Background: an optimization exercise with open tools, aiming at small area, a short achievable clock period and few clock cycles per item. Do not read the settings as production practice. Where RTL was checked, it was by simulation tests only, not by an equivalence proof against the original. Only the layout flow was run in run 3; the RTL was not checked for function there. Power figures rest on the tool's default switching activity, not on a simulated workload.

==> flow/design.v <==
module eo_pktcipher (
    input  wire       clk,
    input  wire       rst,
    input  wire       start,
    input  wire       dec,
    input  wire [7:0] key,
    input  wire [6:0] len,
    output wire       ready,
    input  wire       in_valid,
    input  wire [7:0] in_byte,
    output wire       in_ready,
    output reg        out_valid,
    output reg  [7:0] out_byte
);
    function [14:0] keytab;
        input [6:0] h;
        begin
            case (h)
            7'd0: keytab = {7'd0, 8'd255};
            7'd1: keytab = {7'd85, 8'd85};
            7'd2: keytab = {7'd102, 8'd51};
            7'd3: keytab = {7'd91, 8'd36};
            7'd4: keytab = {7'd28, 8'd28};
            7'd5: keytab = {7'd81, 8'd23};
            7'd6: keytab = {7'd98, 8'd19};
            7'd7: keytab = {7'd119, 8'd17};
            7'd8: keytab = {7'd120, 8'd15};
            7'd9: keytab = {7'd13, 8'd13};
            7'd10: keytab = {7'd30, 8'd12};
            7'd11: keytab = {7'd83, 8'd11};
            7'd12: keytab = {7'd20, 8'd10};
            7'd13: keytab = {7'd9, 8'd9};
            7'd14: keytab = {7'd26, 8'd8};
            7'd15: keytab = {7'd111, 8'd8};
            7'd16: keytab = {7'd112, 8'd7};
            7'd17: keytab = {7'd69, 8'd7};
            7'd18: keytab = {7'd86, 8'd6};
            7'd19: keytab = {7'd75, 8'd6};
            7'd20: keytab = {7'd12, 8'd6};
            7'd21: keytab = {7'd65, 8'd5};
            7'd22: keytab = {7'd82, 8'd5};
            7'd23: keytab = {7'd103, 8'd5};
            7'd24: keytab = {7'd104, 8'd5};
            7'd25: keytab = {7'd125, 8'd5};
            7'd26: keytab = {7'd14, 8'd4};
            7'd27: keytab = {7'd67, 8'd4};
            7'd28: keytab = {7'd4, 8'd4};
            7'd29: keytab = {7'd121, 8'd4};
            7'd30: keytab = {7'd10, 8'd4};
            7'd31: keytab = {7'd95, 8'd4};
            7'd32: keytab = {7'd96, 8'd3};
            7'd33: keytab = {7'd53, 8'd3};
            7'd34: keytab = {7'd70, 8'd3};
            7'd35: keytab = {7'd59, 8'd3};
            7'd36: keytab = {7'd124, 8'd3};
            7'd37: keytab = {7'd49, 8'd3};
            7'd38: keytab = {7'd66, 8'd3};
            7'd39: keytab = {7'd87, 8'd3};
            7'd40: keytab = {7'd88, 8'd3};
            7'd41: keytab = {7'd109, 8'd3};
            7'd42: keytab = {7'd126, 8'd3};
            7'd43: keytab = {7'd51, 8'd2};
            7'd44: keytab = {7'd116, 8'd2};
            7'd45: keytab = {7'd105, 8'd2};
            7'd46: keytab = {7'd122, 8'd2};
            7'd47: keytab = {7'd79, 8'd2};
            7'd48: keytab = {7'd80, 8'd2};
            7'd49: keytab = {7'd37, 8'd2};
            7'd50: keytab = {7'd54, 8'd2};
            7'd51: keytab = {7'd43, 8'd2};
            7'd52: keytab = {7'd108, 8'd2};
            7'd53: keytab = {7'd33, 8'd2};
            7'd54: keytab = {7'd50, 8'd2};
            7'd55: keytab = {7'd71, 8'd2};
            7'd56: keytab = {7'd72, 8'd2};
            7'd57: keytab = {7'd93, 8'd2};
            7'd58: keytab = {7'd110, 8'd2};
            7'd59: keytab = {7'd35, 8'd2};
            7'd60: keytab = {7'd100, 8'd2};
            7'd61: keytab = {7'd89, 8'd2};
            7'd62: keytab = {7'd106, 8'd2};
            7'd63: keytab = {7'd63, 8'd2};
            7'd64: keytab = {7'd64, 8'd1};
            7'd65: keytab = {7'd21, 8'd1};
            7'd66: keytab = {7'd38, 8'd1};
            7'd67: keytab = {7'd27, 8'd1};
            7'd68: keytab = {7'd92, 8'd1};
            7'd69: keytab = {7'd17, 8'd1};
            7'd70: keytab = {7'd34, 8'd1};
            7'd71: keytab = {7'd55, 8'd1};
            7'd72: keytab = {7'd56, 8'd1};
            7'd73: keytab = {7'd77, 8'd1};
            7'd74: keytab = {7'd94, 8'd1};
            7'd75: keytab = {7'd19, 8'd1};
            7'd76: keytab = {7'd84, 8'd1};
            7'd77: keytab = {7'd73, 8'd1};
            7'd78: keytab = {7'd90, 8'd1};
            7'd79: keytab = {7'd47, 8'd1};
            7'd80: keytab = {7'd48, 8'd1};
            7'd81: keytab = {7'd5, 8'd1};
            7'd82: keytab = {7'd22, 8'd1};
            7'd83: keytab = {7'd11, 8'd1};
            7'd84: keytab = {7'd76, 8'd1};
            7'd85: keytab = {7'd1, 8'd1};
            7'd86: keytab = {7'd18, 8'd1};
            7'd87: keytab = {7'd39, 8'd1};
            7'd88: keytab = {7'd40, 8'd1};
            7'd89: keytab = {7'd61, 8'd1};
            7'd90: keytab = {7'd78, 8'd1};
            7'd91: keytab = {7'd3, 8'd1};
            7'd92: keytab = {7'd68, 8'd1};
            7'd93: keytab = {7'd57, 8'd1};
            7'd94: keytab = {7'd74, 8'd1};
            7'd95: keytab = {7'd31, 8'd1};
            7'd96: keytab = {7'd32, 8'd1};
            7'd97: keytab = {7'd117, 8'd1};
            7'd98: keytab = {7'd6, 8'd1};
            7'd99: keytab = {7'd123, 8'd1};
            7'd100: keytab = {7'd60, 8'd1};
            7'd101: keytab = {7'd113, 8'd1};
            7'd102: keytab = {7'd2, 8'd1};
            7'd103: keytab = {7'd23, 8'd1};
            7'd104: keytab = {7'd24, 8'd1};
            7'd105: keytab = {7'd45, 8'd1};
            7'd106: keytab = {7'd62, 8'd1};
            7'd107: keytab = {7'd115, 8'd1};
            7'd108: keytab = {7'd52, 8'd1};
            7'd109: keytab = {7'd41, 8'd1};
            7'd110: keytab = {7'd58, 8'd1};
            7'd111: keytab = {7'd15, 8'd1};
            7'd112: keytab = {7'd16, 8'd1};
            7'd113: keytab = {7'd101, 8'd1};
            7'd114: keytab = {7'd118, 8'd1};
            7'd115: keytab = {7'd107, 8'd1};
            7'd116: keytab = {7'd44, 8'd1};
            7'd117: keytab = {7'd97, 8'd1};
            7'd118: keytab = {7'd114, 8'd1};
            7'd119: keytab = {7'd7, 8'd1};
            7'd120: keytab = {7'd8, 8'd1};
            7'd121: keytab = {7'd29, 8'd1};
            7'd122: keytab = {7'd46, 8'd1};
            7'd123: keytab = {7'd99, 8'd1};
            7'd124: keytab = {7'd36, 8'd1};
            7'd125: keytab = {7'd25, 8'd1};
            7'd126: keytab = {7'd42, 8'd1};
            7'd127: keytab = {7'd127, 8'd1};
            endcase
        end
    endfunction
    function [3:0] ffs8;
        input [7:0] v;
        begin
            ffs8[3] = |v;
            ffs8[2] = ~|v[3:0];
            ffs8[1] = ffs8[2] ? ~|v[5:4] : ~|v[1:0];
            ffs8[0] = ffs8[2] ? (ffs8[1] ? ~v[6] : ~v[4]) : (ffs8[1] ? ~v[2] : ~v[0]);
        end
    endfunction
    function [3:0] fls8;
        input [7:0] v;
        begin
            fls8[3] = |v;
            fls8[2] = |v[7:4];
            fls8[1] = fls8[2] ? |v[7:6] : |v[3:2];
            fls8[0] = fls8[2] ? (fls8[1] ? v[7] : v[5]) : (fls8[1] ? v[3] : v[1]);
        end
    endfunction
    function [7:0] abv8;         
        input [2:0] i;
        abv8 = 8'hFE << i;
    endfunction
    function [7:0] blw8;         
        input [2:0] i;
        blw8 = ~(8'hFF << i);
    endfunction
    function [7:0] dec8;
        input [2:0] i;
        dec8 = 8'h01 << i;
    endfunction
    function [7:0] grp;          
        input [63:0] z;
        input [2:0]  g;
        case (g)
            3'd0:    grp = z[7:0];
            3'd1:    grp = z[15:8];
            3'd2:    grp = z[23:16];
            3'd3:    grp = z[31:24];
            3'd4:    grp = z[39:32];
            3'd5:    grp = z[47:40];
            3'd6:    grp = z[55:48];
            default: grp = z[63:56];
        endcase
    endfunction
    function [7:0] search1;
        input        up;
        input [63:0] z;
        input [5:0]  p;
        input [5:0]  m;
        reg   [7:0]  any, zg, near, fwd, bwd;
        reg   [2:0]  gp, po, gs;
        reg   [3:0]  t0, t1, t2;
        integer      i;
        begin
            gp = p[5:3];
            po = p[2:0];
            for (i = 0; i < 8; i = i + 1)
                any[i] = (|z[8*i +: 8]) | (m[5:3] == i);
            zg   = grp(z, gp) | (m[5:3] == gp ? dec8(m[2:0]) : 8'd0);
            near = zg & (up ? abv8(po) : blw8(po));
            fwd  = any & (up ? abv8(gp) : blw8(gp));
            bwd  = any & (up ? blw8(gp) : abv8(gp));
            t0 = up ? ffs8(near) : fls8(near);
            t1 = up ? ffs8(fwd)  : fls8(fwd);
            t2 = up ? ffs8(bwd)  : fls8(bwd);
            gs = t1[3] ? t1[2:0] : t2[3] ? t2[2:0] : gp;
            search1 = {t0, gs, (m[5:3] == gs)};
        end
    endfunction
    reg [7:0]  mem [0:63];
    reg [63:0] flg;
    reg       rst_q;
    reg       ready_r, in_ready_r;
    reg       acc_q, xv_q;
    reg [7:0] key_q, byte_q;
    reg [6:0] len_q;
    reg       dec_q;
    assign ready    = ready_r;
    assign in_ready = in_ready_r;
    reg        ld_v;             
    reg [6:0]  ld_base, ld_n, ld_cnt;
    reg        ld_dec, ld_byp, ld_b0ff;
    reg [6:0]  wptr;             
    reg [6:0]  p_inv;
    reg [2:0]  p_t;
    reg [7:0]  p_lim;
    reg        p_knz;
    reg        pd_v;
    reg [6:0]  pd_base, pd_n;
    reg        pd_dec, pd_byp;
    reg [6:0]  o_rem, o_plo;
    reg [5:0]  o_phi;
    reg        o_tog, o_inter, o_swap;
    reg [6:0]  o_end;
    reg [5:0]  o_bm1;
    reg [6:0]  fp;               
    wire [6:0] b_eff   = acc_q ? wptr  : ld_base;
    wire [6:0] n_eff   = acc_q ? len_q : ld_n;
    wire       dec_eff = acc_q ? dec_q : ld_dec;
    wire [6:0] t_eff   = acc_q ? 7'd0  : (ld_cnt + {6'd0, xv_q});    
    wire [6:0] rem     = n_eff - t_eff;                              
    wire       rem_gt1 = (rem > 7'd1);
    wire       rem_gt0 = (rem != 7'd0);
    reg  [6:0] rbq, rwq;
    wire [6:0] rb      = acc_q ? rwq : rbq;
    wire [6:0] s_cur   = rb + t_eff;
    wire [6:0] s_nxt   = rb + t_eff + 7'd1;
    wire [6:0] s_end   = rb + n_eff - 7'd1;
    wire       ok_cur  = dec_eff ? (t_eff == 7'd0 ? !rb[6] : !s_end[6]) : !s_cur[6];
    wire       ok_nxt  = dec_eff ? !s_end[6] : !s_nxt[6];
    wire       ok_new  = !rwq[6];
    wire       ld_done = ld_v && (ld_cnt == ld_n);
    wire       pop     = pd_v && (o_rem == 7'd0);
    wire       ld_mv   = ld_done && (!pd_v || pop);
    wire       ld_v_d  = acc_q || (ld_v && !ld_mv);
    wire       pd_v_d  = ld_mv || (pd_v && !pop);
    wire       room    = !(ld_v_d && pd_v_d) && !rst_q;
    wire       acc_now  = start && ready_r;
    wire       xfer_now = in_valid && in_ready_r;
    always @(posedge clk) begin
        key_q  <= key;
        len_q  <= len;
        dec_q  <= dec;
        byte_q <= in_byte;
        rst_q  <= rst;
        rbq    <= b_eff - fp;
        rwq    <= wptr - fp;
        if (rst) begin
            ready_r    <= 1'b1;
            in_ready_r <= 1'b0;
            acc_q      <= 1'b0;
            xv_q       <= 1'b0;
        end else begin
            acc_q <= acc_now;
            xv_q  <= xfer_now;
            if (acc_now)
                in_ready_r <= ok_new && !rst_q;
            else if (xfer_now)
                in_ready_r <= rem_gt1 && ok_nxt;
            else
                in_ready_r <= rem_gt0 && ok_cur && !rst_q;
            ready_r <= !acc_now && room && !rem_gt1 && !(rem_gt0 && !xfer_now);
        end
    end
    wire [5:0] whalf  = ld_cnt[6:1];
    wire [5:0] woff   = !ld_dec ? ld_cnt[5:0] :
                        ld_cnt[0] ? ld_n[5:0] - 6'd1 - whalf : whalf;
    wire [5:0] wslot  = ld_base[5:0] + woff;
    wire [7:0] bx     = byte_q ^ {ld_dec, 7'd0};
    wire [7:0] prod   = bx * {p_inv, 1'b1};
    wire [7:0] kodd = key_q[0] ? key_q :
                      key_q[1] ? {1'd0, key_q[7:1]} :
                      key_q[2] ? {2'd0, key_q[7:2]} :
                      key_q[3] ? {3'd0, key_q[7:3]} :
                      key_q[4] ? {4'd0, key_q[7:4]} :
                      key_q[5] ? {5'd0, key_q[7:5]} :
                      key_q[6] ? {6'd0, key_q[7:6]} : {7'd0, key_q[7]};
    wire [2:0] kt   = key_q[0] ? 3'd0 : key_q[1] ? 3'd1 : key_q[2] ? 3'd2 :
                      key_q[3] ? 3'd3 : key_q[4] ? 3'd4 : key_q[5] ? 3'd5 :
                      key_q[6] ? 3'd6 : 3'd7;
    wire [7:0] p_tm = ~(8'hFF << p_t);       
    wire [14:0] ktab = keytab(kodd[7:1]);
    reg        w2_v, w2_lz;
    reg [5:0]  w2_slot;
    reg [7:0]  w2_byte, w2_prod;
    always @(posedge clk) begin
        if (acc_q) begin
            p_inv <= ktab[14:8];
            p_lim <= ktab[7:0];
            p_t   <= kt;
            p_knz <= |key_q;
        end
        w2_slot <= wslot;
        w2_byte <= byte_q;
        w2_prod <= prod;
        w2_lz   <= p_knz && ((bx & p_tm) == 8'd0);
        if (w2_v) begin
            mem[w2_slot] <= w2_byte;
            flg[w2_slot] <= w2_lz && (w2_prod <= p_lim);
        end
        if (rst_q) begin
            w2_v    <= 1'b0;
            ld_v    <= 1'b0;
            ld_n    <= 7'd0;
            ld_cnt  <= 7'd0;
            wptr    <= 7'd0;
            pd_v    <= 1'b0;
        end else begin
            w2_v <= xv_q;
            if (acc_q) begin
                ld_base <= wptr;
                ld_n    <= len_q;
                ld_dec  <= dec_q;
                ld_cnt  <= 7'd0;
                ld_byp  <= (len_q <= 7'd2);
                wptr    <= wptr + len_q;
            end else if (xv_q) begin
                ld_cnt <= ld_cnt + 7'd1;
                if (ld_cnt == 7'd0)
                    ld_b0ff <= (byte_q == 8'hFF);
                if (ld_cnt == 7'd1 && ld_b0ff && byte_q == 8'hFF)
                    ld_byp <= 1'b1;
            end
            ld_v <= ld_v_d;
            pd_v <= pd_v_d;
            if (ld_mv) begin
                pd_base <= ld_base;
                pd_n    <= ld_n;
                pd_dec  <= ld_dec;
                pd_byp  <= ld_byp;
            end
        end
    end
    reg        s1_v;
    reg [5:0]  s1_p;
    wire       o_hi   = o_inter && o_tog;
    wire       o_idle = (o_rem == 7'd0);
    wire       flo = o_swap && flg[o_plo[5:0]];
    always @(posedge clk) begin
        if (rst_q)
            fp <= 7'd0;
        else if (!o_idle) begin
            if (o_rem == 7'd1)
                fp <= o_end;
            else if (!o_hi && !flo)
                fp <= o_plo;
        end else if (pop && pd_n == 7'd1)
            fp <= pd_base + 7'd1;
        if (rst_q) begin
            o_rem <= 7'd0;
            s1_v  <= 1'b0;
        end else if (!o_idle) begin
            s1_v    <= 1'b1;
            s1_p    <= o_hi ? o_phi : o_plo[5:0];
            if (o_hi)
                o_phi <= o_phi - 6'd1;
            else
                o_plo <= o_plo + 7'd1;
            o_tog <= o_tog ^ o_inter;
            o_rem <= o_rem - 7'd1;
        end else if (pop) begin
            s1_v    <= 1'b1;
            s1_p    <= pd_base[5:0];
            o_rem   <= pd_n - 7'd1;
            o_plo   <= pd_base + 7'd1;
            o_phi   <= pd_base[5:0] + pd_n[5:0] - 6'd1;
            o_inter <= (pd_dec == pd_byp);
            o_tog   <= (pd_dec == pd_byp);
            o_swap  <= !pd_byp;
            o_end   <= pd_base + pd_n;
            o_bm1   <= pd_base[5:0] - 6'd1;
        end else begin
            s1_v <= 1'b0;
        end
    end
    wire [5:0] p1     = s1_p;
    wire [7:0] su     = search1(1'b1, ~flg, p1, o_end[5:0]);
    wire [7:0] sd     = search1(1'b0, ~flg, p1, o_bm1);
    reg        s2_v, s2_swp, s2_flip;
    reg [5:0]  s2_p;
    reg [7:0]  s2_su, s2_sd;
    reg [2:0]  s2_mu, s2_md;
    always @(posedge clk) begin
        s2_p    <= p1;
        s2_swp  <= o_swap && flg[p1];
        s2_flip <= o_swap;
        s2_su   <= su;
        s2_sd   <= sd;
        s2_mu   <= o_end[2:0];
        s2_md   <= o_bm1[2:0];
        if (rst_q)
            s2_v <= 1'b0;
        else
            s2_v <= s1_v;
    end
    wire [7:0] zu  = grp(~flg, s2_su[3:1]) | (s2_su[0] ? dec8(s2_mu) : 8'd0);
    wire [7:0] zd  = grp(~flg, s2_sd[3:1]) | (s2_sd[0] ? dec8(s2_md) : 8'd0);
    wire [3:0] fu  = ffs8(zu);
    wire [3:0] fd  = fls8(zd);
    wire [5:0] xu  = s2_su[7] ? {s2_p[5:3], s2_su[6:4]} : {s2_su[3:1], fu[2:0]};
    wire [5:0] xd  = s2_sd[7] ? {s2_p[5:3], s2_sd[6:4]} : {s2_sd[3:1], fd[2:0]};
    reg        s3_v, s3_swp, s3_flip;
    reg [5:0]  s3_p, s3_xu, s3_xd;
    always @(posedge clk) begin
        s3_p    <= s2_p;
        s3_xu   <= xu;
        s3_xd   <= xd;
        s3_swp  <= s2_swp;
        s3_flip <= s2_flip;
        if (rst_q)
            s3_v <= 1'b0;
        else
            s3_v <= s2_v;
    end
    reg        s4_v, s4_flip;
    reg [5:0]  s4_rd, s4_rdn;    
    wire [5:0] rd3 = s3_swp ? (s3_xu + s3_xd - s3_p) : s3_p;
    always @(posedge clk) begin
        s4_rd   <= rd3;
        s4_rdn  <= ~rd3;
        s4_flip <= s3_flip;
        if (rst_q)
            s4_v <= 1'b0;
        else
            s4_v <= s3_v;
    end
    wire [7:0] rd_lo = mem[s4_rd];
    wire [7:0] rd_hi = mem[~s4_rdn];
    reg  [7:0] s5_byte;
    reg        s5_v;
    always @(posedge clk) begin
        s5_byte[3:0] <= rd_lo[3:0];
        s5_byte[7:4] <= rd_hi[7:4] ^ {s4_flip, 3'd0};
        s5_v         <= s4_v && !rst && !rst_q;
        out_byte     <= s5_byte;
        out_valid    <= s5_v && !rst;
    end
endmodule
==> flow/flow/run.sh <==
#!/bin/bash
# Layout flow: the standard ORFS flow (standard synthesis included), with
#  - the port buffers inserted at placement made buf_4 cells instead of the
#    default pick, and
#  - clock tree synthesis without dummy load cells, and with sink clusters
#    of up to 30 registers within 80 um.
# Each tool's output goes to the ORFS logs under orfs/logs/; make's own output
# is kept in flow_make.log.
set -euo pipefail
export BUFFER_PORTS_ARGS="-buffer_cell sky130_fd_sc_hd__buf_4"
export CTS_ARGS="-sink_clustering_enable -repair_clock_nets -dont_use_dummy_load -sink_clustering_size 30 -sink_clustering_max_diameter 80"
bash standard.sh > flow_make.log 2>&1
==> flow/standard.sh <==
#!/bin/bash
# synth_recipe.tcl (not shown) runs the flow's synth.tcl, then flattens the netlist and writes it again
# the make line also repeats each setting of config.mk as NAME=value (left out here)
make -C /OpenROAD-flow-scripts/flow DESIGN_CONFIG=/design/flow/config.mk WORK_HOME=/design/flow/orfs CLKGATE_MAP_FILE= SYNTH_SCRIPT=/design/flow/synth_recipe.tcl "${@:-finish}"
==> flow/config.mk <==
export PLATFORM = sky130hd
export DESIGN_NAME = eo_pktcipher
export DESIGN_NICKNAME = eo_pktcipher
export VERILOG_FILES = /design/flow/design.v
export SDC_FILE = /design/flow/constraint.sdc
export NUM_CORES = 4
export LEC_CHECK = 0
export CAP_MARGIN = 20
export CORE_MARGIN = 2
export CORE_UTILIZATION = 60
export PLACE_DENSITY = 0.72
export SLEW_MARGIN = 20
==> flow/constraint.sdc <==
create_clock -name core_clock -period 15.0 [get_ports {clk}]
set_input_delay 3.0000 -clock core_clock [delete_from_list [all_inputs] [get_ports {clk}]]
set_output_delay 3.0000 -clock core_clock [all_outputs]
set_load 0.01 [all_outputs]
==> flow_metrics.env, run 1 <==
export IMPL_netlist_area_mm2=0.0404
export IMPL_clk_path_buf_depth=3
export IMPL_path_cells="buf_4"
export IMPL_fmax_mhz=244
export IMPL_die_w_um=264
export IMPL_die_area_mm2=0.0695
export IMPL_start_util_pct=60.4
export IMPL_port_buffers=38
export IMPL_synth_top_area_cell="edfxtp_1"
export IMPL_cp_top_family="flip-flops"
export IMPL_synth_cells=2919
export IMPL_netlist_area_leader_share_pct=48.7
export IMPL_clockPowerShare_pct=16.4
export IMPL_cts_resized=0
export IMPL_arrival_ns=1.10
export IMPL_grtUsageMet2_pct=44.5
export IMPL_status="finished clean"
export IMPL_hold_class="register to register"
export IMPL_placed_area_mm2=0.0414
export IMPL_peakVddDrop_v=0.0000859
export IMPL_maxSlewViolCount=0
export IMPL_rows=95
export IMPL_grt_pass1_vias=24400
export IMPL_skew_ns=0.0715
export IMPL_cts_sinks=844
export IMPL_pwr_share_comb_pct=38.6
export IMPL_hpwl_um=66900
export IMPL_syn_nets=3090
export IMPL_synth_flop_cell="edfxtp_1"
export IMPL_dieHeight_um=264
export IMPL_core_mm2=0.0669
export IMPL_period_share_pct=27.4
export IMPL_cts_root_buf="clkbuf_16"
export IMPL_ys_warn_count=1
export IMPL_synth_async_reset_ratio_pct=0
export IMPL_max_stage_delay_ns=0.38
export IMPL_yosysUniqueCellTypes=80
export IMPL_wl_per_cell_um=26.4
export IMPL_dp_slack_ns=10.83
export IMPL_leakagePower_nw=14.8
export IMPL_syn_avg_cell_area_um2=13.8
export IMPL_antenna_found_initial=2
export IMPL_fin_util_pct=63.3
export IMPL_postCtsSetupBuffers=0
export IMPL_grt_overflow=0
export IMPL_crit_type="register to primary output"
export IMPL_rsz0062_at_grt="no"
export IMPL_use_met1_pct=42.4
export IMPL_cts_tree="yes"
export IMPL_finalCriticalPeriod_ns=4.10
export IMPL_synth_ff_latch_count=844
export IMPL_grt_max_degree=70
export IMPL_vias_per_cell=6.66
export IMPL_cp_max_fo=4
export IMPL_maxCapViolCount=0
export IMPL_nets=3043
export IMPL_worstMarginPinSlew_ns=1.03
export IMPL_clk_pin_slew_ns=0.10
export IMPL_power_density_mw_per_mm2=163
export IMPL_p_switching_w=0.00243
export IMPL_grt_use_met3_pct=5.07
export IMPL_fin_area_mm2=0.0424
export IMPL_yosysSeqAreaShare_pct=58.0
export IMPL_wl_um=98700
export IMPL_crit_path_top_delay_cell="dfxtp_1"
export IMPL_cts_hold_fix_buffers=0
export IMPL_p_sw_share_pct=35.2
export IMPL_yosysMostFrequentCell="edfxtp_1"
export IMPL_io_pins=39
export IMPL_hold_violations=0
export IMPL_relSlewSlack_pct=31.3
export IMPL_area_growth_synth_to_final_pct=4.83
export IMPL_final_setup_tns_ns=0
export IMPL_h_tree_depth=2
export IMPL_synth_edf_count=656
export IMPL_final_setup_viol_count=0
export IMPL_n_antenna_cell=0
export IMPL_drc_errors=0
export IMPL_synth_area_leaders="edfxtp_1, mux4_2, dfxtp_1, ha_1, nor2_1"
export IMPL_grtUsageTotal_pct=28.6
export IMPL_top_usage_layer="met2"
export IMPL_clock_latency_ns=0.62
export IMPL_drt_first_pass_iters=6
export IMPL_vias=24900
export IMPL_path_buf_inv=1
export IMPL_setup_ws_ns=10.90
export IMPL_place_congestion=0.972
export IMPL_cp_required_ns=12.00
export IMPL_ant_nets=0
export IMPL_drive_above_1_share_pct=13.8
export IMPL_yosys_top_cells_count="edfxtp_1, nor2_1, mux4_2"
export IMPL_drtIter0Drc=3095
export IMPL_holdWs_ns=0.336
export IMPL_cp_end_kind="primary output"
export IMPL_internal_power_w=0.00448
export IMPL_start_kind="register"
export IMPL_seq_power_share_pct=45.0
export IMPL_cts_buffers=38
export IMPL_grt_pass1_wl_um=151000
## power by group through the flow
stage                     logic (W)  clock network [W]  registers (W)
after detailed placement    0.00264                  0        0.00316
final                       0.00267            0.00113        0.00311
after global placement      0.00259                  0        0.00315
after CTS                   0.00266            0.00115        0.00311
after global routing        0.00288            0.00123        0.00314
after floorplan             0.00211                  0        0.00290
## sequential cells by signal (all words and copies together), names as in the netlist, 8 cells and up
name	cells
byte_q	8
flg	64
key_q	8
mem	512
out_byte	8
p_lim	8
s2_sd	8
s2_su	8
s5_byte	8
w2_prod	8
## per-layer routing
layer | share of wire, % | up-vias
met5 | 0.012 | -
li1 | - | 11000
met2 | 46 | 1233
met3 | 9.0 | 189
met4 | 2.7 | 2
met1 | 42 | 12600
## cells in the final DEF, fill, tap and decap left out, types with 24 or more instances in the layout
master	instances
edfxtp_1	656
nor2_1	244
mux4_2	214
dfxtp_1	171
nand2_1	167
inv_1	165
a21oi_1	124
ha_1	119
xnor2_1	89
mux2i_1	66
o21ai_0	63
buf_4	62
a22o_1	50
nor3_1	49
mux2_2	48
xor2_1	44
clkbuf_16	38
nand3_1	36
nand4_1	32
nor2b_1	30
and2_1	29
a21o_1	24
nand2b_1	24
fa_1	24
## through the flow
stage | std cells | power (W)
detailed placement | 3705 | 0.00580
CTS | 3743 | 0.00691
global route | 3743 | 0.00725
finish | 3743 | 0.00691
floorplan | 2919 | 0.00501
global placement | 3705 | 0.00574
## area by class of cell
cell class | count | area, µm²
fillers | 4854 | 24500
clock buffers | 38 | 951
multi-input cells | 1760 | 15700
repair buffers | 62 | 465
flip-flops and latches | 844 | 23500
well taps | 873 | 1090
inverters | 166 | 623
## logic make-up after synthesis
logic type | count (synthesis) | synth area share, %
DFF | 844 | 58.0
and+or+nand+nor | 694 | 8.17
AOI/OAI and AO/OA | 455 | 7.67
muxes | 334 | 15.3
buffers and inverters | 315 | 3.03
adders and majority gates | 143 | 4.87
xor gates and xnor gates | 134 | 2.94
## worst paths after layout
| kind | from | endpoint | slack (ns) | depth (start not counted) |
|---|---|---|---|---|
| setup / recovery | in_ready_r | in_ready | 10.90 | 1 |
| hold / removal | s2_p[2] | s3_p[2] | 0.34 | 0 |
| setup reg to reg | ld_cnt[0] | in_ready_r | 11.16 | 13 |
| hold reg to reg | s2_p[2] | s3_p[2] | 0.34 | 0 |
Testbench counts, summed over its fixed seeds: cycles 45,969, bytes 34,425.
==> run 2: changes to the inputs <==
==> flow/flow/run.sh (replaced) <==
#!/bin/bash
# Layout flow: the standard ORFS flow (standard synthesis included), with
#  - the port buffers inserted at placement made buf_4 cells instead of the
#    default pick, and
#  - clock tree synthesis without dummy load cells, and with sink clusters
#    of up to 25 registers within 70 um.
# Each tool's output goes to the ORFS logs under orfs/logs/; make's own output
# is kept in flow_make.log.
set -euo pipefail
export BUFFER_PORTS_ARGS="-buffer_cell sky130_fd_sc_hd__buf_4"
export CTS_ARGS="-sink_clustering_enable -repair_clock_nets -dont_use_dummy_load -sink_clustering_size 25 -sink_clustering_max_diameter 70"
bash standard.sh > flow_make.log 2>&1
==> run 2 against run 1 <==
Hold slack worse by 0.0029 ns; sequential share of layout area down 0.23 points; largest power group unchanged; utilization up 0.27 points; maximum frequency down 0.78%; highest routed layer is now met4; clock skew up 0.040 ns; count of clock-buffer cells in the layout up 7; largest cell class unchanged; cell count up 0.21%; routed wire length up 0.13%; critical path depth unchanged; power up 1.5%.
==> flow_metrics.env, run 2 <==
export IMPL_synth_ff_latch_count=844
export IMPL_netlist_area_leader_share_pct=48.7
export IMPL_dieHeight_um=264
export IMPL_final_setup_viol_count=0
export IMPL_synth_flop_cell="edfxtp_1"
export IMPL_drc_errors=0
export IMPL_grt_max_degree=70
export IMPL_cts_hold_fix_buffers=0
export IMPL_ys_warn_count=1
export IMPL_grt_overflow=0
export IMPL_synth_cells=2919
export IMPL_period_share_pct=27.6
export IMPL_hold_class="register to register"
export IMPL_use_met1_pct=42.5
export IMPL_place_congestion=0.972
export IMPL_grt_pass1_wl_um=151000
export IMPL_h_tree_depth=2
export IMPL_arrival_ns=1.14
export IMPL_area_growth_synth_to_final_pct=5.27
export IMPL_crit_path_top_delay_cell="dfxtp_1"
export IMPL_synthMuxAreaShare_pct=15.3
export IMPL_cts_buffers=45
export IMPL_largest_register_ffs=512
export IMPL_die_area_mm2=0.0695
export IMPL_grt_pass1_vias=24400
export IMPL_hold_path_startpoint="s2_p[2]"
export IMPL_vias=25000
export IMPL_worstMarginPinSlew_ns=1.03
export IMPL_yosysMostFrequentCell="edfxtp_1"
export IMPL_io_pins=39
export IMPL_min_to="s3_p[2]"
export IMPL_netlist_area_mm2=0.0404
export IMPL_cts_resized=0
export IMPL_synthXorXnorAreaFrac_pct=2.94
export IMPL_cts_tree="yes"
export IMPL_maxSlewViolCount=0
export IMPL_clk_pin_slew_ns=0.09
export IMPL_start_kind="register"
export IMPL_r2r_setup_slack_ns=11.18
export IMPL_dp_cells=3705
export IMPL_top_usage_layer="met2"
export IMPL_crit_type="register to primary output"
export IMPL_wl_um=98800
export IMPL_final_common_cell="edfxtp_1"
export IMPL_yosys_top_cells_count="edfxtp_1, nor2_1, mux4_2"
export IMPL_finalNonFillerCells=3751
export IMPL_synth_async_reset_ratio_pct=0
export IMPL_peakVddDrop_v=0.0000966
export IMPL_grtUsageMet2_pct=44.2
export IMPL_rows=95
export IMPL_startpoint="in_ready_r"
export IMPL_grtUsageTotal_pct=28.7
export IMPL_syn_nets=3090
export IMPL_holdWs_ns=0.333
export IMPL_ant_nets=0
export IMPL_skew_ns=0.111
export IMPL_yosys_area_share_simple_pct=8.17
export IMPL_drive_above_1_share_pct=14.0
export IMPL_path_cells="buf_4"
export IMPL_synth_top_area_cell="edfxtp_1"
export IMPL_clock_latency_ns=0.65
export IMPL_maxCapViolCount=0
export IMPL_rr_endpoint="in_ready_r"
export IMPL_reg2reg_from="ld_cnt[0]"
export IMPL_final_setup_tns_ns=0
export IMPL_wl_per_cell_um=26.3
export IMPL_yosysUniqueCellTypes=80
export IMPL_hpwl_um=66900
export IMPL_syn_avg_cell_area_um2=13.8
export IMPL_cp_required_ns=12.00
export IMPL_port_buffers=38
export IMPL_synth_area_leaders="edfxtp_1, mux4_2, dfxtp_1, ha_1, nor2_1"
export IMPL_largest_registers="mem (512), flg (64)"
export IMPL_finalCriticalPeriod_ns=4.14
export IMPL_nets=3050
export IMPL_antenna_found_initial=1
export IMPL_hold_path_cell_count=0
export IMPL_path_buf_inv=1
export IMPL_relSlewSlack_pct=30.5
export IMPL_start_util_pct=60.4
export IMPL_final_cell_mix="edfxtp_1, nor2_1, mux4_2"
export IMPL_leakagePower_nw=14.8
export IMPL_vias_per_cell=6.66
export IMPL_drtIter0Drc=3456
export IMPL_power_density_mw_per_mm2=165
export IMPL_grt_use_met3_pct=5.07
export IMPL_status="finished clean"
export IMPL_yosysSeqAreaShare_pct=58.0
export IMPL_max_stage_delay_ns=0.39
export IMPL_rr_worst_depth=13
export IMPL_die_w_um=264
export IMPL_regMostFlops="mem"
export IMPL_rsz0062_at_grt="no"
export IMPL_synth_compound_area_share_pct=7.67
export IMPL_clk_path_buf_depth=3
export IMPL_fmax_mhz=242
export IMPL_core_mm2=0.0669
export IMPL_drt_first_pass_iters=6
export IMPL_cp_max_fo=4
export IMPL_nFillCells=4832
export IMPL_cp_top_family="flip-flops"
export IMPL_synth_fa_ha_area_share_pct=4.87
export IMPL_synth_top_family_by_area="multiplexers"
export IMPL_cts_sinks=844
export IMPL_postCtsSetupBuffers=0
export IMPL_cp_end_kind="primary output"
export IMPL_placed_area_mm2=0.0414
export IMPL_hold_violations=0
export IMPL_cts_root_buf="clkbuf_16"
export IMPL_fin_area_mm2=0.0426
export IMPL_synth_edf_count=656
==> run 2: cell counts after synthesis <==
No cell type changed its count.
==> run 2: kinds of logic after synthesis <==
| group | Yosys count |
|---|---|
| flip-flops | 844 |
| buffers and inverters | 315 |
| AO/OA/AOI/OAI | 455 |
| adder cells (fa/ha/maj) | 143 |
| AND/OR/NAND/NOR | 694 |
| XOR/XNOR | 134 |
| multiplexers | 334 |
==> run 2: where the power goes <==
part / switching, W / internal, W
Combinational: 0.00140 / 0.00127
Clock: 0.000695 / 0.000534
Sequential: 0.000363 / 0.00275
Total: 0.00245 / 0.00455
==> run 2: worst max path at each step <==
| stage | endpoint | slack, ns | cells after the start |
|---|---|---|---|
| 5_1_grt | in_ready | 10.81 | 1 |
| 3_5_place_dp | in_ready_r | 10.83 | 7 |
| 6_report | in_ready | 10.86 | 1 |
| 4_1_cts | in_ready | 10.84 | 1 |
| 3_3_place_gp | in_ready_r | 10.79 | 7 |
| 2_1_floorplan | in_ready_r | 10.99 | 14 |
==> run 2: through the flow <==
stage                     total power (W)  util (%)  worst slack, ns
final                             0.00701      63.6            10.86
after global routing              0.00735      63.6            10.81
after CTS                         0.00701      63.6            10.84
after detailed placement          0.00580      61.9            10.83
after global placement            0.00574      61.9            10.79
after floorplan                   0.00501         -            10.99
==> run 2: area by class of cell <==
class | count | area, µm² | area share [%]
Antenna cell | 1 | 2.50 | 0.00588
Inverter | 166 | 623 | 1.46
Multi-Input combinational cell | 1760 | 15700 | 37.0
Timing Repair Buffer | 62 | 465 | 1.09
Sequential cell | 844 | 23500 | 55.2
Tap cell | 873 | 1090 | 2.57
Clock buffer | 45 | 1130 | 2.65
==> run 2: routing by layer <==
metal | up-vias | part of all wire [%]
met1 | 12500 | 42
li1 | 11000 | -
met2 | 1289 | 46
met3 | 200 | 9.6
met4 | 0 | 2.9
met5 | - | 0
==> run 3: changes to the inputs <==
--- a/flow/design.v
+++ b/flow/design.v
@@ -442,24 +442,27 @@
             s3_v <= s2_v;
     end
     reg        s4_v, s4_flip;
-    reg [5:0]  s4_rd, s4_rdn;    
+    reg [5:0]  s4_rd;            
     wire [5:0] rd3 = s3_swp ? (s3_xu + s3_xd - s3_p) : s3_p;
     always @(posedge clk) begin
         s4_rd   <= rd3;
-        s4_rdn  <= ~rd3;
         s4_flip <= s3_flip;
         if (rst_q)
             s4_v <= 1'b0;
         else
             s4_v <= s3_v;
     end
-    wire [7:0] rd_lo = mem[s4_rd];
-    wire [7:0] rd_hi = mem[~s4_rdn];
+    reg  [7:0] rd;
+    integer    ri;
+    always @* begin
+        rd = 8'd0;
+        for (ri = 0; ri < 64; ri = ri + 1)
+            rd = rd | (mem[ri] & {8{s4_rd == ri[5:0]}});
+    end
     reg  [7:0] s5_byte;
     reg        s5_v;
     always @(posedge clk) begin
-        s5_byte[3:0] <= rd_lo[3:0];
-        s5_byte[7:4] <= rd_hi[7:4] ^ {s4_flip, 3'd0};
+        s5_byte      <= rd ^ {s4_flip, 7'd0};
         s5_v         <= s4_v && !rst && !rst_q;
         out_byte     <= s5_byte;
         out_valid    <= s5_v && !rst;
==> flow/flow/run.sh (replaced) <==
#!/bin/bash
# Layout flow: the standard ORFS flow (standard synthesis included), with
#  - the port buffers inserted at placement made buf_4 cells instead of the
#    default pick, and
#  - clock tree synthesis without dummy load cells, and with sink clusters
#    of up to 30 registers within 80 um.
# Each tool's output goes to the ORFS logs under orfs/logs/; make's own output
# is kept in flow_make.log.
set -euo pipefail
export BUFFER_PORTS_ARGS="-buffer_cell sky130_fd_sc_hd__buf_4"
export CTS_ARGS="-sink_clustering_enable -repair_clock_nets -dont_use_dummy_load -sink_clustering_size 30 -sink_clustering_max_diameter 80"
bash standard.sh > flow_make.log 2>&1
==> run 3 against run 2 <==
Still clean; routed wire length is 25% higher; count of clock-buffer cells in the layout fell by 6; cell count increased by 7.1%; setup slack better by 0.035 ns; maximum frequency rose by 0.84%; largest cell class unchanged; highest routed layer is now met5; largest power group unchanged.
==> flow_metrics.env, run 3 <==
export IMPL_cts_tree="yes"
export IMPL_hold_path_startpoint="s2_p[2]"
export IMPL_yosys_top_cells_count="edfxtp_1, nor2_1, nand2_1"
export IMPL_postCtsSetupBuffers=0
export IMPL_fmax_mhz=244
export IMPL_final_common_cell="edfxtp_1"
export IMPL_io_pins=39
export IMPL_cts_root_buf="clkbuf_16"
export IMPL_dieHeight_um=260
export IMPL_critical_path_depth=1
export IMPL_skew_ns=0.0620
export IMPL_core_mm2=0.0645
export IMPL_synth_area_leaders="edfxtp_1, dfxtp_1, ha_1, a22o_1, mux4_2"
export IMPL_finalCriticalPeriod_ns=4.10
export IMPL_finalNonFillerCells=4016
export IMPL_path_buf_inv=1
export IMPL_clk_path_buf_depth=3
export IMPL_yosysMostFrequentCell="edfxtp_1"
export IMPL_cts_buffers=39
export IMPL_vias_per_cell=7.02
export IMPL_dp_cells=3975
export IMPL_maxCapViolCount=0
export IMPL_fin_util_pct=65.0
export IMPL_dp_slack_ns=11.22
export IMPL_synth_flop_cell="edfxtp_1"
export IMPL_worstMarginPinSlew_ns=1.29
export IMPL_yosysSeqAreaShare_pct=59.6
export IMPL_setup_ws_ns=10.90
export IMPL_netlist_area_leader_share_pct=50.3
export IMPL_cts_sinks=838
export IMPL_grt_pass1_wl_um=179000
export IMPL_syn_avg_cell_area_um2=12.7
export IMPL_start_kind="register"
export IMPL_port_buffers=38
export IMPL_hold_violations=0
export IMPL_cp_end_kind="primary output"
export IMPL_peakVddDrop_v=0.000148
export IMPL_die_area_mm2=0.0674
export IMPL_synth_async_reset_ratio_pct=0
export IMPL_largest_register_ffs=512
export IMPL_drc_errors=0
export IMPL_grtUsageTotal_pct=36.4
export IMPL_crit_path_top_delay_cell="dfxtp_1"
export IMPL_status="finished clean"
export IMPL_ant_nets=0
export IMPL_max_stage_delay_ns=0.32
export IMPL_hpwl_um=86400
export IMPL_n_antenna_cell=0
export IMPL_cp_max_fo=1
export IMPL_area_growth_synth_to_final_pct=6.94
export IMPL_synth_edf_count=656
export IMPL_power_density_mw_per_mm2=152
export IMPL_final_setup_tns_ns=0
export IMPL_grt_overflow=0
export IMPL_grt_pass1_vias=27000
export IMPL_regMostFlops="mem"
export IMPL_crit_end="out_byte[5]"
export IMPL_netlist_area_mm2=0.0392
export IMPL_vias=28200
export IMPL_clock_latency_ns=0.65
export IMPL_startpoint="out_byte[5]"
export IMPL_drtIter0Drc=4262
export IMPL_period_share_pct=27.3
export IMPL_cts_resized=0
export IMPL_path_cells="buf_4"
export IMPL_rows=93
export IMPL_die_w_um=260
export IMPL_arrival_ns=1.10
export IMPL_final_setup_viol_count=0
export IMPL_wl_um=123000
export IMPL_cp_required_ns=12.00
export IMPL_synth_top_area_cell="edfxtp_1"
export IMPL_nets=3335
export IMPL_clk_pin_slew_ns=0.11
export IMPL_antenna_found_initial=2
export IMPL_drive_above_1_share_pct=10.0
export IMPL_r2r_setup_slack_ns=11.31
export IMPL_place_congestion=1.10
export IMPL_h_tree_depth=2
export IMPL_crit_type="register to primary output"
export IMPL_hold_class="register to register"
export IMPL_synth_ff_latch_count=838
export IMPL_leakagePower_nw=14.8
export IMPL_start_util_pct=60.8
export IMPL_reg2reg_from="acc_q"
export IMPL_synth_cells=3097
export IMPL_drt_first_pass_iters=6
export IMPL_largest_registers="mem (512), flg (64)"
export IMPL_maxSlewViolCount=0
export IMPL_wl_per_cell_um=30.7
export IMPL_final_cell_mix="edfxtp_1, nor2_1, nand2_1"
export IMPL_cp_top_family="flip-flops"
export IMPL_ys_warn_count=1
export IMPL_holdWs_ns=0.311
export IMPL_rr_endpoint="in_ready_r"
export IMPL_cts_hold_fix_buffers=0
export IMPL_relSlewSlack_pct=13.9
export IMPL_yosysUniqueCellTypes=83
export IMPL_syn_nets=3269
export IMPL_rsz0062_at_grt="no"
export IMPL_grt_max_degree=70
export IMPL_rr_worst_depth=12
[run 3: cell count changes after synthesis, moves of 9 or more]
cell	change
buf_1	-9
mux4_2	-159
nand2_1	+18
nand4_1	+30
a22o_1	+118
mux2_2	-10
nand3_1	+19
a221oi_1	+115
a21oi_1	-10
clkbuf_1	-17
nor2_1	+60
o21ai_0	+14
a22oi_1	+9
[run 3: per-layer routing]
metal	routed length (µm)	GRT usage, %	vias up
li1	-	-	11900
met4	7650	17.1	4
met3	16900	11.0	440
met2	54200	55.8	2095
met5	35	0	-
met1	44400	47.8	13700
[run 3: worst min-delay path by stage]
| stage | slack (ns) | endpoint | cells past startpoint |
|---|---|---|---|
| 2_1_floorplan | 0.31 | out_byte[0] | 0 |
| 3_3_place_gp | 0.31 | out_byte[0] | 0 |
| 3_5_place_dp | 0.31 | out_byte[1] | 0 |
| 4_1_cts | 0.32 | s3_p[2] | 0 |
| 5_1_grt | 0.33 | s3_swp | 0 |
| 6_report | 0.31 | s3_p[2] | 0 |
[run 3: power by group]
group	switching, W	internal, W	leakage (nW)
clock	0.000692	0.000468	0.481
combinational	0.00131	0.000919	6.91
sequential	0.000250	0.00272	7.44
total	0.00225	0.00411	14.8
[run 3: logic make-up after synthesis]
group / after synthesis / synth area share [%]
adders and majority gates: 144 / 5.10
xor gates and xnor gates: 130 / 3.01
muxes: 164 / 6.07
AOI/OAI and AO/OA: 693 / 13.2
DFF: 838 / 59.6
buffers and inverters: 287 / 2.82
and+or+nand+nor: 841 / 10.2
[run 3: final cells by class]
cell class | instances | area (µm²)
clock buffer | 39 | 976
fill | 4862 | 22600
inverter | 170 | 638
multi-input combinational | 1972 | 14800
sequential | 838 | 23400
tap | 855 | 1070
timing repair buffer | 142 | 1070
[run 3: stage by stage]
step           power [W]  instance area (µm²)
2_1_floorplan    0.00449                39200
3_3_place_gp     0.00509                40900
3_5_place_dp     0.00516                40900
4_1_cts          0.00628                41900
5_1_grt          0.00662                41900
6_report         0.00636                41900
==> run 4: changes to the inputs <==
--- a/flow/design.v
+++ b/flow/design.v
@@ -250,14 +250,13 @@
     wire [6:0] rem     = n_eff - t_eff;                              
     wire       rem_gt1 = (rem > 7'd1);
     wire       rem_gt0 = (rem != 7'd0);
-    reg  [6:0] rbq, rwq;
-    wire [6:0] rb      = acc_q ? rwq : rbq;
+    reg  [6:0] rb;
+    wire [6:0] wfp     = wptr - fp;
     wire [6:0] s_cur   = rb + t_eff;
-    wire [6:0] s_nxt   = rb + t_eff + 7'd1;
     wire [6:0] s_end   = rb + n_eff - 7'd1;
     wire       ok_cur  = dec_eff ? (t_eff == 7'd0 ? !rb[6] : !s_end[6]) : !s_cur[6];
-    wire       ok_nxt  = dec_eff ? !s_end[6] : !s_nxt[6];
-    wire       ok_new  = !rwq[6];
+    wire       ok_nxt  = dec_eff ? !s_end[6] : !s_cur[6] && (s_cur[5:0] != 6'h3f);
+    wire       ok_new  = !wfp[6];
     wire       ld_done = ld_v && (ld_cnt == ld_n);
     wire       pop     = pd_v && (o_rem == 7'd0);
     wire       ld_mv   = ld_done && (!pd_v || pop);
@@ -272,8 +271,7 @@
         dec_q  <= dec;
         byte_q <= in_byte;
         rst_q  <= rst;
-        rbq    <= b_eff - fp;
-        rwq    <= wptr - fp;
+        rb     <= acc_now ? wfp : b_eff - fp;
         if (rst) begin
             ready_r    <= 1'b1;
             in_ready_r <= 1'b0;
==> run 4 against run 3 <==
Register-to-register slack worse by 0.02 ns; flip-flop and latch count fell by 7; combinational power decreased by 2%; utilization is 0.40 points lower; clock power hardly changed; hold slack better by 0.019 ns; count of clock-buffer cells in the layout is 1 lower; power down 1.3%; global-route usage is 1.0 points higher.
==> flow_metrics.env, run 4 <==
export IMPL_place_congestion=1.06
export IMPL_cts_hold_fix_buffers=0
export IMPL_finalCriticalPeriod_ns=4.10
export IMPL_holdWs_ns=0.331
export IMPL_largest_register_ffs=512
export IMPL_cts_root_buf="clkbuf_16"
export IMPL_vias=28000
export IMPL_grt_overflow=0
export IMPL_cp_top_family="flip-flops"
export IMPL_cts_sinks=831
export IMPL_syn_avg_cell_area_um2=12.6
export IMPL_grt_pass1_wl_um=182000
export IMPL_h_tree_depth=2
export IMPL_fmax_mhz=244
export IMPL_hold_violations=0
export IMPL_synth_area_leaders="edfxtp_1, dfxtp_1, ha_1, a22o_1, mux4_2"
export IMPL_maxSlewViolCount=0
export IMPL_regMostFlops="mem"
export IMPL_worstMarginPinSlew_ns=1.31
export IMPL_core_mm2=0.0642
export IMPL_vias_per_cell=7.01
export IMPL_rsz0062_at_grt="no"
export IMPL_setup_ws_ns=10.90
export IMPL_die_w_um=258
export IMPL_final_setup_viol_count=0
export IMPL_ant_nets=0
export IMPL_clk_path_buf_depth=3
export IMPL_hold_path_cell_count=0
export IMPL_max_stage_delay_ns=0.38
export IMPL_postCtsSetupBuffers=0
export IMPL_period_share_pct=27.3
export IMPL_final_cell_mix="edfxtp_1, nor2_1, nand2_1"
export IMPL_final_setup_tns_ns=0
export IMPL_ys_warn_count=1
export IMPL_netlist_area_mm2=0.0388
export IMPL_start_util_pct=60.4
export IMPL_cts_buffers=38
export IMPL_io_pins=39
export IMPL_leakagePower_nw=14.7
export IMPL_clock_latency_ns=0.62
export IMPL_largest_registers="mem (512), flg (64)"
export IMPL_synth_top_area_cell="edfxtp_1"
export IMPL_synth_edf_count=656
export IMPL_critical_path_depth=1
export IMPL_drc_errors=0
export IMPL_top_layer_used="met5"
export IMPL_wl_um=125000
export IMPL_path_cells="buf_4"
export IMPL_netlist_area_leader_share_pct=50.8
export IMPL_fin_area_mm2=0.0415
export IMPL_fin_total_pwr_w=0.00628
export IMPL_status="finished clean"
export IMPL_cts_tree="yes"
export IMPL_relSlewSlack_pct=12.4
export IMPL_synth_flop_cell="edfxtp_1"
export IMPL_synth_ff_latch_count=831
export IMPL_synth_cells=3070
export IMPL_routed_wl_met2_um=55500
export IMPL_die_area_mm2=0.0667
export IMPL_met3_length_um=15900
export IMPL_hpwl_um=87800
export IMPL_nets=3304
export IMPL_path_buf_inv=1
export IMPL_area_growth_synth_to_final_pct=6.92
export IMPL_hold_class="register to register"
export IMPL_drive_above_1_share_pct=10.2
export IMPL_cp_max_fo=3
export IMPL_crit_path_top_delay_cell="dfxtp_1"
export IMPL_skew_ns=0.0974
export IMPL_drtIter0Drc=4390
export IMPL_yosysMostFrequentCell="edfxtp_1"
export IMPL_yosysUniqueCellTypes=80
export IMPL_cp_end_kind="primary output"
export IMPL_placed_area_mm2=0.0405
export IMPL_wl_per_cell_um=31.4
export IMPL_nFillCells=4874
export IMPL_rr_worst_depth=8
export IMPL_drt_first_pass_iters=6
export IMPL_grtUsageTotal_pct=37.5
export IMPL_dp_slack_ns=10.40
export IMPL_grt_pass1_vias=26700
export IMPL_peakVddDrop_v=0.0000996
export IMPL_port_buffers=38
export IMPL_antenna_found_initial=3
export IMPL_yosys_top_cells_count="edfxtp_1, nor2_1, nand2_1"
export IMPL_final_common_cell="edfxtp_1"
export IMPL_syn_nets=3242
export IMPL_yosysSeqAreaShare_pct=59.8
export IMPL_dieHeight_um=258
export IMPL_crit_type="register to primary output"
export IMPL_cp_required_ns=12.00
export IMPL_maxCapViolCount=0
export IMPL_clk_pin_slew_ns=0.11
export IMPL_cts_resized=0
export IMPL_start_kind="register"
export IMPL_power_density_mw_per_mm2=151
export IMPL_wl_met1_um=45900
export IMPL_synth_async_reset_ratio_pct=0
export IMPL_grt_max_degree=70
export IMPL_rows=93
export IMPL_arrival_ns=1.10
-- run 4: changes by cell type after synthesis, moves of 10 or more --
cell,previous run,this run
a22oi_1,22,66
a221oi_1,124,104
a22o_1,168,149
o221ai_1,7,23
mux2i_1,70,59
nor2_1,304,294
-- run 4: cell type report --
type / instances / area, µm² / area share [%]
Sequential cell: 831 / 23200 / 55.9
Tap cell: 855 / 1070 / 2.58
Timing Repair Buffer: 141 / 1060 / 2.56
Clock buffer: 38 / 951 / 2.29
Multi-Input combinational cell: 1959 / 14600 / 35.2
Antenna cell: 2 / 5.00 / 0.0121
Inverter: 161 / 604 / 1.46
-- run 4: metal layers --
metal  vias up  GRT usage (%)
li1      11800              -
met1     13700           50.4
met2      1989           57.3
met3       420           9.47
met4         4           18.3
met5         -              0
-- run 4: where the power goes --
part | internal [W] | switching (W)
Clock | 0.000457 | 0.000684
Combinational | 0.000909 | 0.00128
Sequential | 0.00269 | 0.000259
Total | 0.00405 | 0.00223
-- run 4: final timing paths --
path,from,to,slack (ns)
worst max-delay path,ready_r,ready,10.90
worst min-delay path,s2_p[1],s3_p[1],0.33
worst max register to register,s4_rd[5],s5_byte[4],11.29
worst min register to register,s2_p[1],s3_p[1],0.33
-- run 4: metrics by stage --
stage          utilization [%]  cells
5_1_grt                   64.6   3985
4_1_cts                   64.6   3984
6_report                  64.6   3987
3_3_place_gp              63.0   3944
2_1_floorplan                -   3070
3_5_place_dp              63.1   3946
-- run 4: worst reg2reg max path, stage by stage (launching register included) --
cell,delay (ns)
dfxtp_1,0.36
nand2b_1,0.61
nor2_1,0.35
buf_4,0.28
a22o_1,0.26
a221oi_1,0.86
nand4_1,0.52
nor3_1,0.30
nand2_1,0.07
-- run 4: cell families (layout without fill, tap and decap cells) --
group,after synthesis,in the layout,share of synthesized area (%)
buffers and inverters,280,340,2.74
flip-flops,831,831,59.8
XOR/XNOR,135,135,3.08
adder cells (fa/ha/maj),144,144,5.15
multiplexers,148,148,5.58
AO/OA/AOI/OAI,705,705,13.5
AND/OR/NAND/NOR,827,827,10.2
other,0,2,0
Testbench counts of run 4, summed over its fixed seeds: cycles 45,969, bytes 34,425.
==> run 5: changes to the inputs <==
--- a/flow/design.v
+++ b/flow/design.v
@@ -243,6 +243,7 @@
     reg [6:0]  o_end;
     reg [5:0]  o_bm1;
     reg [6:0]  fp;               
+    wire [6:0] fp_d;
     wire [6:0] b_eff   = acc_q ? wptr  : ld_base;
     wire [6:0] n_eff   = acc_q ? len_q : ld_n;
     wire       dec_eff = acc_q ? dec_q : ld_dec;
@@ -271,7 +272,7 @@
         dec_q  <= dec;
         byte_q <= in_byte;
         rst_q  <= rst;
-        rb     <= acc_now ? wfp : b_eff - fp;
+        rb     <= (acc_now ? wptr : b_eff) - fp_d;
         if (rst) begin
             ready_r    <= 1'b1;
             in_ready_r <= 1'b0;
@@ -363,16 +364,12 @@
     wire       o_hi   = o_inter && o_tog;
     wire       o_idle = (o_rem == 7'd0);
     wire       flo = o_swap && flg[o_plo[5:0]];
+    assign fp_d = rst_q                   ? 7'd0 :
+                  !o_idle && o_rem == 7'd1 ? o_end :
+                  !o_idle && !o_hi && !flo ? o_plo :
+                  o_idle && pop && pd_n == 7'd1 ? pd_base + 7'd1 : fp;
     always @(posedge clk) begin
-        if (rst_q)
-            fp <= 7'd0;
-        else if (!o_idle) begin
-            if (o_rem == 7'd1)
-                fp <= o_end;
-            else if (!o_hi && !flo)
-                fp <= o_plo;
-        end else if (pop && pd_n == 7'd1)
-            fp <= pd_base + 7'd1;
+        fp <= fp_d;
         if (rst_q) begin
             o_rem <= 7'd0;
             s1_v  <= 1'b0;
==> run 5 against run 4 <==
Still clean on timing, DRC and antenna; die area grew 0.23%; flip-flop and latch count did not move; sequential share of layout area is 0.26 points lower; clock power hardly changed; register-to-register slack worse by 0.78 ns; critical path type is now input pin to register; largest power group unchanged; highest routed layer unchanged.
==> flow_metrics.env, run 5 <==
export IMPL_yosysMostFrequentCell="edfxtp_1"
export IMPL_period_share_pct=31.3
export IMPL_path_cells="buf_4 -> nand2_1 -> mux2i_1 -> ha_1 -> fa_1 -> inv_1 -> a21oi_1 -> o21bai_1 -> a21o_1 -> a21oi_1 -> xor2_1 -> xnor2_1"
export IMPL_reg2reg_from="o_plo[2]"
export IMPL_place_congestion=1.04
export IMPL_drtIter0Drc=4023
export IMPL_arrival_ns=5.20
export IMPL_final_common_cell="edfxtp_1"
export IMPL_worstMarginPinSlew_ns=1.29
export IMPL_maxCapViolCount=0
export IMPL_yosysUniqueCellTypes=86
export IMPL_fin_total_pwr_w=0.00637
export IMPL_r2r_setup_slack_ns=10.51
export IMPL_rows=93
export IMPL_cts_root_buf="clkbuf_16"
export IMPL_cp_top_family="adder cells"
export IMPL_netlist_area_mm2=0.0389
export IMPL_hold_violations=0
export IMPL_h_tree_depth=2
export IMPL_drt_first_pass_iters=8
export IMPL_wl_um=130000
export IMPL_syn_avg_cell_area_um2=12.6
export IMPL_cp_end_kind="register"
export IMPL_ant_nets=0
export IMPL_fmax_mhz=213
export IMPL_area_growth_synth_to_final_pct=7.16
export IMPL_cts_tree="yes"
export IMPL_crit_type="input pin to register"
export IMPL_start_kind="input pin"
export IMPL_clk_path_buf_depth=3
export IMPL_finalCriticalPeriod_ns=4.69
export IMPL_rsz0062_at_grt="no"
export IMPL_postCtsSetupBuffers=0
export IMPL_io_pins=39
export IMPL_port_buffers=38
export IMPL_hold_class="register to register"
export IMPL_wl_per_cell_um=32.2
export IMPL_final_setup_tns_ns=0
export IMPL_drive_above_1_share_pct=10.8
export IMPL_crit_path_top_delay_cell="fa_1"
export IMPL_synth_cells=3099
export IMPL_nFillCells=4893
export IMPL_vias=28300
export IMPL_grt_overflow=0
export IMPL_p_sw_share_pct=36.4
export IMPL_holdWs_ns=0.305
export IMPL_hold_path_startpoint="s2_p[0]"
export IMPL_dieHeight_um=259
export IMPL_max_stage_delay_ns=0.44
export IMPL_clock_latency_ns=0.64
export IMPL_pwr_share_comb_pct=36.6
export IMPL_synth_async_reset_ratio_pct=0
export IMPL_synth_top_area_cell="edfxtp_1"
export IMPL_leakagePower_nw=14.8
export IMPL_antenna_found_initial=1
export IMPL_yosysSeqAreaShare_pct=59.6
export IMPL_largest_registers="mem (512), flg (64)"
export IMPL_peakVddDrop_v=0.000126
export IMPL_cp_required_ns=15.50
export IMPL_drc_errors=0
export IMPL_clockPowerShare_pct=18.2
export IMPL_grtUsageTotal_pct=38.9
export IMPL_grt_pass1_vias=27000
export IMPL_cts_sinks=831
export IMPL_relSlewSlack_pct=13.9
export IMPL_grt_pass1_wl_um=187000
export IMPL_core_mm2=0.0642
export IMPL_status="finished clean"
export IMPL_cts_buffers=39
export IMPL_regMostFlops="mem"
export IMPL_yosys_top_cells_count="edfxtp_1, nor2_1, nand2_1"
export IMPL_cts_hold_fix_buffers=0
export IMPL_ys_warn_count=1
export IMPL_synth_edf_count=656
export IMPL_p_switching_w=0.00232
export IMPL_die_w_um=259
export IMPL_seq_power_share_pct=45.2
export IMPL_netlist_area_leader_share_pct=50.6
export IMPL_skew_ns=0.0820
export IMPL_syn_nets=3269
export IMPL_cp_max_fo=11
export IMPL_hpwl_um=90900
export IMPL_cts_resized=0
export IMPL_vias_per_cell=7.03
export IMPL_final_setup_viol_count=0
export IMPL_largest_register_ffs=512
export IMPL_synth_area_leaders="edfxtp_1, dfxtp_1, ha_1, a22o_1, nor2_1"
export IMPL_grt_max_degree=66
export IMPL_rr_worst_depth=17
export IMPL_path_buf_inv=2
export IMPL_synth_flop_cell="edfxtp_1"
export IMPL_power_density_mw_per_mm2=153
export IMPL_final_cell_mix="edfxtp_1, nor2_1, nand2_1"
export IMPL_rr_endpoint="rb[6]"
export IMPL_hold_path_cell_count=0
export IMPL_clk_pin_slew_ns=0.11
export IMPL_maxSlewViolCount=0
export IMPL_nets=3346
export IMPL_internal_power_w=0.00405
export IMPL_min_to="s3_p[0]"
export IMPL_die_area_mm2=0.0669
export IMPL_crit_top_cell="a21oi_1"
export IMPL_synth_ff_latch_count=831
export IMPL_start_util_pct=60.6
[run 5: cell types whose count changed after synthesis, moves of 10 or more]
cell / delta
nand2_1: +13
nor2_1: +16
clkbuf_1: -24
a22o_1: +10
mux4_2: -11
inv_1: +12
mux2_2: +15
nand3_1: -10
a22oi_1: -22
buf_2: +25
[run 5: cells by family after synthesis]
family,count (synthesis),share of synthesized area [%]
XOR/XNOR,132,2.97
AO/OA/AOI/OAI,695,13.3
buffers and inverters,293,2.97
multiplexers,159,5.59
adder cells (fa/ha/maj),142,5.05
AND/OR/NAND/NOR,847,10.5
flip-flops,831,59.6
[run 5: layout make-up]
class / count / area (µm²) / area share, %
antenna: 2 / 5.00 / 0.0120
clock buffer: 39 / 976 / 2.34
inverter: 173 / 649 / 1.56
multi-input combinational: 1975 / 14600 / 35.0
sequential: 831 / 23200 / 55.7
tap: 855 / 1070 / 2.57
timing repair buffer: 156 / 1170 / 2.80
[run 5: power by group through the flow]
stage          combinational (W)  clock (W)  sequential [W]
2_1_floorplan            0.00159          0         0.00284
3_3_place_gp             0.00221          0         0.00292
3_5_place_dp             0.00226          0         0.00292
4_1_cts                  0.00227    0.00116         0.00287
5_1_grt                  0.00248    0.00123         0.00290
6_report                 0.00233    0.00116         0.00288
[run 5: how the worst max path moves through the flow]
stage / from / to / depth (start not counted)
CTS: start / rb[6] / 12
global route: start / rb[6] / 12
finish: start / rb[6] / 12
detailed placement: start / rb[6] / 12
global placement: start / rb[6] / 12
floorplan: start / rb[6] / 12
[run 5: metrics by stage]
stage	instances	instance area, µm²	setup WS [ns]	utilization (%)
after floorplan	3099	38900	9.97	-
after global placement	3988	40700	9.73	63.3
after detailed placement	3988	40700	9.70	63.3
after CTS	4027	41700	10.37	64.8
after global routing	4029	41700	10.20	64.9
final	4031	41700	10.31	64.9
[run 5: metal layers]
layer / vias to the layer above / global-route usage [%] / wire length [µm]
met2: 2000 / 60.8 / 58900
li1: 11900 / - / -
met1: 14000 / 49.8 / 46000
met3: 452 / 9.97 / 15900
met4: 2 / 21.3 / 8830
met5: - / 0.285 / 15
Testbench counts of run 5, summed over its fixed seeds: cycles 45,615, bytes 34,425.

[separate check: timing with driven ports]
No port has a modelled driver above. Below, the same layouts with a new extraction and two added sets of constraints. Step 1 sets driving cells, clkbuf_16 on the clock port and buf_2 on the other inputs (assumed; they add their load-dependent delay and slew). Step 2, shift: input delay + t, output delay - t, t = (earliest + latest rising clock arrival at the registers) / 2. This alone moves slack from input paths to output paths. a / b / c = ideal / step 1 / step 2; a / b = the first two.
| run | t, ns | setup slack, ns | cell pins on the clock port's net |
|---|---|---|---|
| run 1 | 0.649 | 10.897 / 10.829 / 10.716 | 1 |
| run 2 | 0.661 | 10.865 / 10.800 / 10.769 | 1 |
| run 3 | 0.676 | 10.899 / 10.832 / 11.199 | 1 |
| run 4 | 0.644 | 10.900 / 10.833 / 10.386 | 1 |
| run 5 | 0.668 | 10.307 / 10.349 / 9.681 | 1 |
After both steps every run listed still meets setup and hold. For run 5, which loses most, drivers alone change the setup slack by +0.042 ns; drivers and shift together by -0.626 ns.
